Source: an optimization exercise on an open RTL-to-GDS flow (aim: small area, a short achievable clock period and few clock cycles per item). Production flows keep margins and buffers that such runs may drop. In this exercise RTL edits were held to simulation tests only and were not proved equivalent to the original. Power figures rest on the tool's default switching activity, not on a simulated workload.

== v51 ==
// cdh26_hill
module cdh26_hill (
    input             clk,
    input             rst,
    input             cmd_valid,
    output reg        cmd_ready,
    input      [1:0]  cmd_op,
    input      [15:0] cmd_len,
    input      [31:0] k00,
    input      [31:0] k01,
    input      [31:0] k10,
    input      [31:0] k11,
    input             in_valid,
    output reg        in_ready,
    input      [7:0]  in_data,
    output reg        out_valid,
    output     [7:0]  out_data,
    output reg        done,
    output reg [1:0]  err,
    output     [15:0] olen,
    output reg [63:0] det,
    output reg [4:0]  detm,
    output reg [4:0]  dinv,
    output     [4:0]  ki00,
    output     [4:0]  ki01,
    output     [4:0]  ki10,
    output     [4:0]  ki11,
    output reg        kiv
);
clock: 20.0 ns
lec_check: 0
cap_margin: 20
core_margin: 2
core_utilization: 40
cts_buf_list: sky130_fd_sc_hd__clkbuf_4
slew_margin: 20
standard.sh (not shown) runs the stock make flow with config.mk's settings and CLKGATE_MAP_FILE= SYNTH_SCRIPT=/design/flow/synth_recipe.tcl, a recipe that flattens the netlist after the stock synthesis.
==> flow/flow/run.sh <==
#!/bin/bash
# The standard synthesis and layout, with two changes to how the layout is
# made (the clock and constraints are the standard flow's own constraint.sdc/config.mk):
#  * ORFS's repair_timing is asked for a larger setup slack than the clock
#    needs, so that it sizes and buffers the paths that set the period the
#    design achieves;
#  * the port buffers that buffer_ports inserts are buf_1 cells (upsized by
#    repair where timing needs it) instead of the default delay-buffer cell.
set -euo pipefail
bash standard.sh synth > synth.log 2>&1
bash standard.sh SETUP_SLACK_MARGIN=14.8 "BUFFER_PORTS_ARGS=-buffer_cell sky130_fd_sc_hd__buf_1" finish > layout.log 2>&1
v51 | stages: all done | timing, DRC, antenna: all pass
Testbench counts of v51, summed over its fixed seeds: cycles 21,454, commands 480.
--- input diff v51..v11 ---
Settings: CTS_CLUSTER_SIZE now 30, previously not set; CTS_BUF_LIST now sky130_fd_sc_hd__clkbuf_8, was sky130_fd_sc_hd__clkbuf_4.
diff --git a/flow/flow/run.sh b/flow/flow/run.sh
--- a/flow/flow/run.sh
+++ b/flow/flow/run.sh
@@ -11 +11 @@
-bash standard.sh SETUP_SLACK_MARGIN=14.8 "BUFFER_PORTS_ARGS=-buffer_cell sky130_fd_sc_hd__buf_1" finish > layout.log 2>&1
+bash standard.sh SETUP_SLACK_MARGIN=14.5 "BUFFER_PORTS_ARGS=-buffer_cell sky130_fd_sc_hd__buf_1" finish > layout.log 2>&1
--- outcome ---
Relative to v51, the routed wire length of v11 is lower by about 8%.
Per the comparison of v11 with v51, non-clock buffer count in the final layout dropped 102; storage element area dropped about 2%.
Input changes introduced in v4 (baseline for comparison: v11):
Settings: CTS_BUF_LIST no longer set, was sky130_fd_sc_hd__clkbuf_8; CTS_CLUSTER_SIZE no longer set, was 30.
diff --git a/flow/flow/run.sh b/flow/flow/run.sh
--- a/flow/flow/run.sh
+++ b/flow/flow/run.sh
@@ -11 +11 @@
-bash standard.sh SETUP_SLACK_MARGIN=14.5 "BUFFER_PORTS_ARGS=-buffer_cell sky130_fd_sc_hd__buf_1" finish > layout.log 2>&1
+bash standard.sh SETUP_SLACK_MARGIN=14.8 "BUFFER_PORTS_ARGS=-buffer_cell sky130_fd_sc_hd__buf_1" finish > layout.log 2>&1
Findings:
- v4 vs. v11: maximum number of pins on one net before global-route repair now sits higher, area overhead of the layout relative to synthesis now sits higher, headroom to the max-slew limit now sits lower, sequential share of layout area now sits lower.
- Between v4 and v11, the total power of the final layout is higher for v4.
- Across both runs, net count of the finished layout was higher for v4 than for v11.
- The pre-CTS setup slack of v4 was superior to that of v11.
- Share of the clock period used by the worst path after layout sits lower in v4 than in v11.
- Looking at overall via count from detail_route across v4 and v11, the one that comes out higher is v4.
- Between v4 and v11, slew at the pin closest to its max-slew limit is higher for v4, v11 comes in under that.


cdh26_hill, a different RTL version from the one above (not shown whole).
Size: roughly 2300 cells after synthesis, ~260 flip-flops, ~280 I/O pins, ~20000 um^2 of cells after synthesis.
==> flow/config.mk <==
export PLATFORM = sky130hd
export DESIGN_NAME = cdh26_hill
export DESIGN_NICKNAME = cdh26_hill
export VERILOG_FILES = /design/flow/design.v
export SDC_FILE = /design/flow/constraint.sdc
export NUM_CORES = 4
export LEC_CHECK = 0
export CAP_MARGIN = 5
export CORE_MARGIN = 2
export CORE_UTILIZATION = 40
export SLEW_MARGIN = 5
==> flow/constraint.sdc <==
create_clock -name core_clock -period 20.0 [get_ports {clk}]
set_input_delay 4.0000 -clock core_clock [delete_from_list [all_inputs] [get_ports {clk}]]
set_output_delay 4.0000 -clock core_clock [all_outputs]
set_load 0.01 [all_outputs]
==> flow/flow/run.sh <==
#!/bin/bash
set -euo pipefail
bash standard.sh synth > synth.log 2>&1
bash standard.sh SETUP_SLACK_MARGIN=14.7 "BUFFER_PORTS_ARGS=-buffer_cell sky130_fd_sc_hd__buf_1" finish > layout.log 2>&1
Testbench counts at the start, summed over its fixed seeds: cycles 19,372, commands 480.
Edit:
==> flow/flow/run.sh (replaced) <==
#!/bin/bash
# The standard synthesis and layout, with two changes to how the layout is
# made (the clock and constraints are the standard flow's own constraint.sdc/config.mk):
#  * ORFS's repair_timing is asked for a larger setup slack than the clock
#    needs, so that it sizes and buffers the paths that set the period the
#    design achieves;
#  * the port buffers that buffer_ports inserts are buf_1 cells (upsized by
#    repair where timing needs it) instead of the default delay-buffer cell.
set -euo pipefail
bash standard.sh synth > synth.log 2>&1
bash standard.sh SETUP_SLACK_MARGIN=14.6 "BUFFER_PORTS_ARGS=-buffer_cell sky130_fd_sc_hd__buf_1" finish > layout.log 2>&1
=> Clock power is lower by 4.7%. Wire length is lower by 1.4%. Setup slack got worse by 26 ps. Sequential power is about the same. Die area does not change. Final area is lower by 0.96%. Cell count is unchanged.

==> static timing again, ports no longer ideal <==
Ports are ideal in the flow. The routed layouts listed here were re-timed in OpenROAD.
Step 1 sets driving cells, clkbuf_16 on the clock port and buf_2 on the other inputs (assumed; they add their load-dependent delay and slew).
Step 2 moves the port delays by t, midway between the first and last clock arrival at a register: inputs arrive t later, outputs are due t later. That takes back most of the time a late clock gives input paths.
Three values: no drivers, after step 1, after step 2; two values: the first two.
run | t, ns | slack for setup (ns) | worst setup path after step 2 | latest minus earliest clock arrival (ns)
v51 | 0.818 | 14.478 / 14.418 / 13.980 | input to register | 0.072 / 0.072
v11 | 0.667 | 14.512 / 14.521 / 13.873 | input to register | 0.037 / 0.037
v4 | 0.644 | 14.672 / 14.610 / 14.064 | input to register | 0.023 / 0.022
the first run of note 2 | 0.610 | 14.562 / 14.597 / 13.987 | input to register | 0.028 / 0.028
the second run of note 2 | 0.641 | 14.536 / 14.573 / 13.932 | input to register | 0.019 / 0.019
After both steps setup and hold are still met in every run listed. The setup slack of v11, which loses most, moves by +0.009 ns with the drivers and by -0.639 ns with both steps.
